What follows belongs to an exercise in optimizing a design on an open flow for small area; a production flow would make more cautious choices. RTL that was checked went through simulation tests only; none was proved equivalent to the original.

Design srvmux, start of the top module:
module srvmux (
    input  wire        clk,
    input  wire        rst,           
    input  wire        tick,
    input  wire        cmd_valid,
    input  wire [47:0] cmd,
    output reg         resp_valid,
    output wire [39:0] resp,
    output wire        servo_out,
    output wire [3:0]  addr,
    output wire        step_out,
    output reg         ev_step_fire,
    output reg         ev_step_wrap,
    output reg         ev_div,
    output reg         ev_mux,
    output wire        ev_wdt
);
==> flow/config.mk <==
export PLATFORM = sky130hd
export DESIGN_NAME = srvmux
export DESIGN_NICKNAME = srvmux
export VERILOG_FILES = /design/flow/design.v
export SDC_FILE = /design/flow/constraint.sdc
export NUM_CORES = 4
export LEC_CHECK = 0
export CAP_MARGIN = 20
export CELL_PAD_IN_SITES_DETAIL_PLACEMENT = 0
export CELL_PAD_IN_SITES_GLOBAL_PLACEMENT = 1
export CORE_MARGIN = 2
export CORE_UTILIZATION = 50
export PLACE_DENSITY = 0.65
export SLEW_MARGIN = 20
==> flow/constraint.sdc <==
create_clock -name core_clock -period 12.0 [get_ports {clk}]
set_input_delay 2.4000 -clock core_clock [delete_from_list [all_inputs] [get_ports {clk}]]
set_output_delay 2.4000 -clock core_clock [all_outputs]
set_load 0.01 [all_outputs]
standard.sh (not shown) runs the stock make flow with config.mk's settings and CLKGATE_MAP_FILE= SYNTH_SCRIPT=/design/flow/synth_recipe.tcl, a recipe that flattens the netlist after the stock synthesis.
==> flow/flow/run.sh <==
#!/bin/bash
# Own layout flow: the standard flow (standard.sh), with
#  - ABC's mapping script replaced by an area-oriented one (flow/area.abc);
#    registers, their names and their cells are those of the standard synthesis
#  - no fixed adder-cell mapping before ABC (ADDER_MAP_FILE empty)
#  - port buffers of the smallest buffer cell
#  - CTS without dummy loads
#  - timing-driven placement that does not keep its own resizing (GPL_KEEP_OVERFLOW 0)
# Each tool writes its own log under orfs/logs; make's output goes to flow.log.
set -euo pipefail
here=$PWD
{
  echo 'proc abc {args} {'
  echo '  set i [lsearch -exact $args -script]'
  echo "  if {\$i >= 0} { set args [lreplace \$args \$i [expr {\$i+1}] -script $here/flow/area.abc] }"
  echo '  yosys abc {*}$args'
  echo '}'
  cat synth_recipe.tcl
} > my_synth.tcl
sed "s#SYNTH_SCRIPT=[^ ]*#SYNTH_SCRIPT=$here/my_synth.tcl#" standard.sh > my_standard.sh
export ADDER_MAP_FILE=
export BUFFER_PORTS_ARGS="-buffer_cell sky130_fd_sc_hd__buf_1"
export GPL_KEEP_OVERFLOW=0
export CTS_ARGS="-sink_clustering_enable -repair_clock_nets -dont_use_dummy_load -buf_list {sky130_fd_sc_hd__clkbuf_4} -sink_clustering_size 8 -sink_clustering_max_diameter 50"
bash my_standard.sh > flow.log 2>&1
==> flow/flow/area.abc <==
strash
ifraig
dc2
dch -f
amap
strash
dc2
dch -f
amap
strash
dc2
dch -f
amap
&get -n
&st
&dch -f
&nf -R 1000 -C 32
&put
The first run went through all stages and came out clean.
Then changed:
--- a/flow/design.v
+++ b/flow/design.v
@@ -119,25 +119,24 @@
         if (op == 8'h02 && imm_z && sel_lo) dat = {20'd0, rd_dec};
         else if (op == 8'h05 && imm_z && sel <= 8'd2)
             dat = {31'd0, sel[1] ? f1s : (sel[0] ? f250ms : f10ms)};
         else if (op == 8'h06 && imm_z && sel[7:5] == 3'd0) dat = reg_value;
     end
     wire        imm_small = (imm[31:5] == 27'd0) && (imm[4:0] < 5'd17);
     wire [15:0] d_hi = imm[31:16];
     wire [15:0] d_lo = imm_small ? 16'd17 : imm[15:0];
     wire        rem_z = (rem == 32'd0);
     wire [15:0] base = rem_z ? tcnt : ocr_s;
-    wire        aop  = do_arm;
     wire        arm  = do_arm && !imm_z;
     wire        armz = do_arm && imm_z;
-    wire [15:0] v_hi = aop ? d_hi : rem[31:16];
-    wire [15:0] v_lo = aop ? d_lo : rem[15:0];
+    wire [15:0] v_hi = arm ? d_hi : rem[31:16];
+    wire [15:0] v_lo = arm ? d_lo : rem[15:0];
     wire        h0 = (v_hi == 16'd0);
     wire        h1 = (v_hi == 16'd1);
     wire        h2 = (v_hi == 16'd2);
     wire        lt = (v_lo < 16'd10000);
     reg         c_step_en, c_deferred, c_in_step, c_div_en;
     always @(*) begin
         c_step_en  = step_en;
         c_deferred = deferred;
         c_in_step  = in_step;
         c_div_en   = div_en;
@@ -155,30 +154,29 @@
             c_in_step = 1'b0;
             if (deferred) begin
                 c_step_en  = 1'b1;
                 c_deferred = 1'b0;
             end
         end
     end
     wire [15:0] t_tcnt = tcnt + 16'd1;
     wire        commit = c_deferred && !c_in_step;
     wire        t_en   = tick && (c_step_en || commit);
-    wire [15:0] dd     = t_tcnt - ocr_s;
-    wire        eq_o   = (dd == 16'd0);
-    wire        eq_b   = (dd == 16'd55536);      
-    wire        t_wrap = t_en && !h0 && (aop ? (!rem_z && ((h1 && lt) ? eq_b : eq_o)) : eq_o);
-    wire        x_lo   = t_wrap ? h1 : (aop && h0);
-    wire        x_k    = t_wrap ? (h2 && lt) : (aop && h1 && lt);
+    wire        eq_o   = (t_tcnt == ocr_s);
+    wire        eq_b   = ((tcnt + 16'd10001) == ocr_s);
+    wire        t_wrap = t_en && !h0 && (arm ? (!rem_z && ((h1 && lt) ? eq_b : eq_o)) : eq_o);
+    wire        x_lo   = t_wrap ? h1 : (arm && h0);
+    wire        x_k    = t_wrap ? (h2 && lt) : (arm && h1 && lt);
     wire [15:0] x      = x_lo ? v_lo : (x_k ? 16'd55536 : 16'd0);
-    wire [15:0] sum    = (aop ? base : ocr_s) + x;
-    wire        t_fire = t_en && h0 && (aop ? (!rem_z && dd == d_lo) : eq_o);
-    wire        add10k = t_wrap ? (lt && ((h1 && aop) || h2)) : (aop && h1 && lt);
+    wire [15:0] sum    = (arm ? base : ocr_s) + x;
+    wire        t_fire = t_en && h0 && (t_tcnt == sum);
+    wire        add10k = t_wrap ? (lt && ((h1 && arm) || h2)) : (arm && h1 && lt);
     wire [14:0] p10k   = v_lo[13:0] + 15'd10000;
     wire [15:0] c_ocr_s = (arm || t_wrap) ? sum : ocr_s;
     wire [31:0] c_rem;
     assign c_rem[31:16] = armz ? 16'd0 : (v_hi - {15'd0, t_wrap});
     assign c_rem[15:0]  = armz ? 16'd0 : (add10k ? {1'b0, p10k} : v_lo);
     wire        d_match = tick && c_div_en && (t_tcnt == {ocr_d, 3'd0});
     reg [15:0]  n_tcnt;
     reg [15:0]  n_ocr_s;
     reg [31:0]  n_rem;
     reg         n_step_en, n_deferred, n_in_step;
Outcome:
- setup slack degrades by 0.15 ns
- cell count goes down by 4.6%
- count of clock-buffer cells in the layout is unchanged
- via count goes down by 1.1%
- global-route usage goes up by 0.89 points
The RTL of the first run of this note was laid out without a check of its function.

## afterwards: timing with drivers on the ports
No port has a modelled driver above. Below, the same layouts with a new extraction and two added sets of constraints.
Step 1: set_driving_cell puts a clkbuf_16 on clk and a buf_2 on each other input, an assumption about the parent block.
Step 2 also shifts input and output timing later by t, the mid clock arrival at the registers, as if the neighbouring blocks saw the same clock.
a / b / c = ideal / step 1 / step 2; a / b = the first two.
run	shift t [ns]	slack for setup (ns)	worst data-port slew with drivers (ns)	pins driven straight from the clock port
the first run	0.800	0.828 / 0.828 / 0.103	0.04	1
the second run	0.750	0.683 / 0.712 / -0.038	0.04	1
Met with ideal ports but missed after step 2: setup timing in the second run. The setup slack of the first run, which loses most, moves by 0.000 ns with the drivers and by -0.725 ns with both steps.
